Background: an optimization exercise with open tools, aiming at small area and a short achievable clock period. Do not read the settings as production practice. At most, simulation tests tie the RTL to the original design; equivalence was not proved. Power is estimated from default activity; no workload was simulated.

Setup of main:
// sfs
module sfs (
    input  wire        clk,
    input  wire        rst,         
    input  wire        clr,         
    input  wire        in_valid,
    input  wire [7:0]  in_data,
    output wire        in_ready,
    output wire        res_valid,
    output wire [1:0]  res_kind,    
    output wire [31:0] res_idx,
    output wire [15:0] res_x,
    output wire [15:0] res_y,
    output wire [15:0] res_z,
    output wire [31:0] res_ax,
    output wire [31:0] res_ay,
    output wire [31:0] res_az,
    output wire [31:0] res_loss,
    input  wire        cfg_we,
    input  wire [2:0]  cfg_addr,
    input  wire [31:0] cfg_wdata,
    output reg  [31:0] cfg_rdata
);
    localparam [7:0]  SYNC_VALUE  = 8'h53;
    localparam [15:0] SCALE_RESET = 16'd16;
    localparam [2:0] REG_SCALE      = 3'd0;
    localparam [2:0] REG_STATUS     = 3'd1;
    localparam [2:0] REG_SAMPLE_IDX = 3'd2;
    localparam [2:0] REG_LOSS_RUN   = 3'd3;
    localparam [2:0] REG_LOSS_TOTAL = 3'd4;
    reg [2:0]  pos;           
    reg [7:0]  buf0, buf1, buf2, buf3, buf4;    
    reg [31:0] idx;           
    reg        idx_wrap;      
    reg [31:0] loss_run;      
    reg [31:0] loss_total;    
    reg [15:0] scale_num;     
    assign in_ready = ~(rst | clr);
    wire accept  = in_valid & ~rst & ~clr;
    wire at_sync = (pos == 3'd0);
    wire is_sync = (in_data == SYNC_VALUE);
    wire at_emit = (pos == 3'd6);
    wire op_sync = accept & at_sync &  is_sync;
    wire op_lost = accept & at_sync & ~is_sync;
    wire op_data = accept & (pos >= 3'd1) & (pos <= 3'd5);
    wire op_emit = accept & at_emit;
    function [31:0] chain;
        input [31:0] c;
        integer i;
        reg [32:0] t;
        begin
            t[0] = 1'b1;
            for (i = 0; i < 32; i = i + 1)
                if (i % 4 == 3) t[i+1] = t[i-3] & (&c[i -: 4]);
                else            t[i+1] = t[i] & c[i];
            chain = t[31:0];
        end
    endfunction
    wire [31:0] idx_t        = chain(idx);
    wire [31:0] loss_run_t   = chain(loss_run);
    wire [31:0] loss_total_t = chain(loss_total);
    wire loss_run_go   = op_lost & ~(&loss_run);
    wire loss_total_go = op_lost & ~(&loss_total);
  ...
Size: roughly 1800 cells after synthesis, ~360 flip-flops, ~290 I/O pins, ~19000 µm² of cells after synthesis.
==> flow/config.mk <==
export PLATFORM = sky130hd
export DESIGN_NAME = sfs
export DESIGN_NICKNAME = sfs
export VERILOG_FILES = /design/flow/design.v
export SDC_FILE = /design/flow/constraint.sdc
export NUM_CORES = 4
export LEC_CHECK = 0
export CAP_MARGIN = 10
export CORE_MARGIN = 2
export CORE_UTILIZATION = 65
export CTS_BUF_LIST = sky130_fd_sc_hd__clkbuf_4
export CTS_CLUSTER_SIZE = 16
export PLACE_DENSITY = 0.75
export SETUP_SLACK_MARGIN = 5
export SLEW_MARGIN = 10
export SYNTH_HIERARCHICAL = 1
export SYNTH_MINIMUM_KEEP_SIZE = 0
==> flow/constraint.sdc <==
create_clock -name core_clock -period 12.0 [get_ports {clk}]
set_input_delay 2.4000 -clock core_clock [delete_from_list [all_inputs] [get_ports {clk}]]
set_output_delay 2.4000 -clock core_clock [all_outputs]
set_load 0.01 [all_outputs]
standard.sh (not shown) runs the stock make flow with config.mk's settings and CLKGATE_MAP_FILE= SYNTH_SCRIPT=/design/flow/synth_recipe.tcl, a recipe that flattens the netlist after the stock synthesis.
==> flow/flow/run.sh <==
#!/bin/bash
# Layout flow: the standard ORFS flow (standard.sh, standard synthesis
# unchanged), with these changes to how the layout is made:
#  - the port buffers that buffer_ports adds are the smallest buffer cell
#    (every input and output still gets its own buffer);
#  - clock tree synthesis inserts no dummy loads.
# make's full output goes to standard.log in the folder this runs in; ORFS
# writes each step's own log under orfs/logs.
set -euo pipefail
bash standard.sh \
    "BUFFER_PORTS_ARGS=-buffer_cell sky130_fd_sc_hd__buf_1" \
    SETUP_SLACK_MARGIN=6 \
    "CTS_ARGS=-sink_clustering_enable -repair_clock_nets -dont_use_dummy_load -sink_clustering_size 16 -buf_list sky130_fd_sc_hd__clkbuf_4" \
    finish > standard.log 2>&1
Edits applied to the flow inputs when going from main to the feature branch:
Settings: SLEW_MARGIN now 20, was 10; CAP_MARGIN now 20, was 10.
--- outcome ---
- Both conditions hold for the feature branch: the flow ran to the end and the final layout passed the timing, DRC and antenna checks.
- Run comparison: the feature branch worst setup path endpoint cfg_rdata[3]; main worst setup path endpoint cfg_rdata[8]
- Going from main to the feature branch, measured slew at the worst slew-check pin shrank by 160 ps; first-iteration DRC count increased by about 3.2% relative to the old numbers; fraction of final layout cells with drive strength greater than 1 picked up an extra 0.67 points.
- The power of the feature branch and that of main are within noise of each other.
- Compared the feature branch against main; fraction of power spent switching nets within noise.
- The area growth from synthesis to layout number comes out higher for the feature branch vs main.
- The feature branch vs main, wire length went up by about 0.6%.
- Compared main against the feature branch; portion of total power attributed to combinational logic within noise.
- Higher leakage power summed over all cells goes to the feature branch over main.
Function was not checked in any run of this note: the RTL went through the layout flow alone.

sfs, a different RTL version from the one above (not shown whole).
Size: about 19,000 um^2 of cells after synthesis.
// sfs
module sfs (
    input  wire        clk,
    input  wire        rst,         
    input  wire        clr,         
    input  wire        in_valid,
    input  wire [7:0]  in_data,
    output wire        in_ready,
    output wire        res_valid,
    output wire [1:0]  res_kind,    
    output wire [31:0] res_idx,
    output wire [15:0] res_x,
    output wire [15:0] res_y,
    output wire [15:0] res_z,
    output wire [31:0] res_ax,
    output wire [31:0] res_ay,
    output wire [31:0] res_az,
    output wire [31:0] res_loss,
    input  wire        cfg_we,
    input  wire [2:0]  cfg_addr,
    input  wire [31:0] cfg_wdata,
    output reg  [31:0] cfg_rdata
);
Settings: LEC_CHECK=0, CAP_MARGIN=10, CORE_MARGIN=2, CORE_UTILIZATION=65, CTS_BUF_LIST=sky130_fd_sc_hd__clkbuf_4, CTS_CLUSTER_SIZE=16, PLACE_DENSITY=0.75, SETUP_SLACK_MARGIN=5, SLEW_MARGIN=10, SYNTH_HIERARCHICAL=1, SYNTH_MINIMUM_KEEP_SIZE=0; clock period 12.0 ns.
Scripts as last shown in full above: flow/flow/run.sh
Edit:
--- a/flow/config.mk
+++ b/flow/config.mk
@@ -6,5 +6,5 @@
 export NUM_CORES = 4
 export LEC_CHECK = 0
-export CAP_MARGIN = 10
+export CAP_MARGIN = 20
 export CORE_MARGIN = 2
 export CORE_UTILIZATION = 65
@@ -13,5 +13,5 @@
 export PLACE_DENSITY = 0.75
 export SETUP_SLACK_MARGIN = 5
-export SLEW_MARGIN = 10
+export SLEW_MARGIN = 20
 export SYNTH_HIERARCHICAL = 1
 export SYNTH_MINIMUM_KEEP_SIZE = 0
What happened:
- The changed run produced a clean layout
- wire length climbs by 0.49%
- via count climbs by 0.41%
- synthesized area stays the same
- final area barely changes

## run 1
Another version of the RTL of sfs (not shown whole).
For scale: ~1800 cells after synthesis, about 360 flip-flops, about 290 I/O pins.
Settings: LEC_CHECK=0, CAP_MARGIN=20, CORE_MARGIN=2, CORE_UTILIZATION=40, CTS_BUF_LIST=sky130_fd_sc_hd__clkbuf_8, CTS_CLUSTER_SIZE=20, SETUP_SLACK_MARGIN=5, SLEW_MARGIN=20, SYNTH_HIERARCHICAL=1, SYNTH_MINIMUM_KEEP_SIZE=0; clock period 12.0 ns.
==> flow/flow/run.sh <==
#!/bin/bash
# Layout flow: the standard ORFS flow (standard.sh, standard synthesis
# unchanged), with these changes to how the layout is made:
#  - the port buffers that buffer_ports adds are the smallest buffer cell
#    (every input and output still gets its own buffer);
#  - clock tree synthesis inserts no dummy loads.
# make's full output goes to standard.log in the folder this runs in; ORFS
# writes each step's own log under orfs/logs.
set -euo pipefail
bash standard.sh \
    "BUFFER_PORTS_ARGS=-buffer_cell sky130_fd_sc_hd__buf_1" \
    SETUP_SLACK_MARGIN=6 \
    "CTS_ARGS=-sink_clustering_enable -repair_clock_nets -dont_use_dummy_load -sink_clustering_size 20 -buf_list sky130_fd_sc_hd__clkbuf_8" \
    finish > standard.log 2>&1
Run 1 went all the way through the flow, and no timing, DRC or antenna check failed.
What run 2 does differently from run 1 at the input level:
Settings: CTS_CLUSTER_SIZE: 20 -> 16; CTS_BUF_LIST: sky130_fd_sc_hd__clkbuf_8 -> sky130_fd_sc_hd__clkbuf_4.
-- flow/flow/run.sh --
<<< run 1, line 12
    SETUP_SLACK_MARGIN=6 \
    "CTS_ARGS=-sink_clustering_enable -repair_clock_nets -dont_use_dummy_load -sink_clustering_size 20 -buf_list sky130_fd_sc_hd__clkbuf_8" \
    finish > standard.log 2>&1
>>> run 2, line 12
    SETUP_SLACK_MARGIN=6 \
    "CTS_ARGS=-sink_clustering_enable -repair_clock_nets -dont_use_dummy_load -sink_clustering_size 16 -buf_list sky130_fd_sc_hd__clkbuf_4" \
    finish > standard.log 2>&1
## What came out
- Between run 1 and run 2, the stage delay of the slowest cell on the critical path figures differ only marginally.
- Compared with run 1, run 2 shows wire length of the first global-routing pass that has gone up slightly.
- Lower share of final layout cell area taken by non-clock buffers goes to run 1 over run 2.
- Cell area after layout delta (run 1 -> run 2): insignificant
Edits applied to the flow inputs when going from run 2 to run 3:
Settings: a change of CORE_UTILIZATION from 40 to 80; an added PLACE_DENSITY of 0.88.
Findings:
Going from run 2 to run 3, the final HPWL from detailed placement was found to have gone down by 4.8%.
Run 3: it failed during global routing (5_1_grt), and the tool reported GRT-0232.
Sort run 2 and run 3 by number of placed cells counting well taps, descending, and run 2 comes first.
Taking run 2 as the reference, in run 3 effective utilization at floorplan +40 points, post-cts gate resize count -about 10%, count of buffers from port buffering ~0 delta.

what the ideal ports hide:
The flow's constraints put no driver on any port. The routed layouts listed below were extracted and timed again, unchanged, in two steps.
Step 1, drivers: a clkbuf_16 drives clk and a buf_2 each remaining input, both assumed.
Step 2 times the ports against the registers' clock, not the clock port: input delays grow and output delays shrink by t, the midpoint of the rising clock arrivals with the driver on.
a / b / c = ideal ports / drivers / drivers and shift; a / b = the first two.
| run | shift t [ns] | slack for setup (ns) | worst setup path after step 2 |
|---|---|---|---|
| main | 0.760 | 6.009 / 5.982 / 5.982 | input to output |
| the feature branch | 0.763 | 6.011 / 5.983 / 5.983 | input to output |
| the first run of note 2 | 0.717 | 6.026 / 6.005 / 6.005 | input to output |
| the second run of note 2 | 0.717 | 5.998 / 5.978 / 5.978 | input to output |
| run 1 | 0.664 | 5.952 / 5.929 / 5.929 | input to output |
| run 2 | 0.819 | 5.946 / 5.924 / 5.924 | input to output |
After both steps setup and hold are still met in every run listed. The setup slack of the feature branch, which loses most, moves by -0.028 ns with the drivers and by -0.028 ns with both steps.
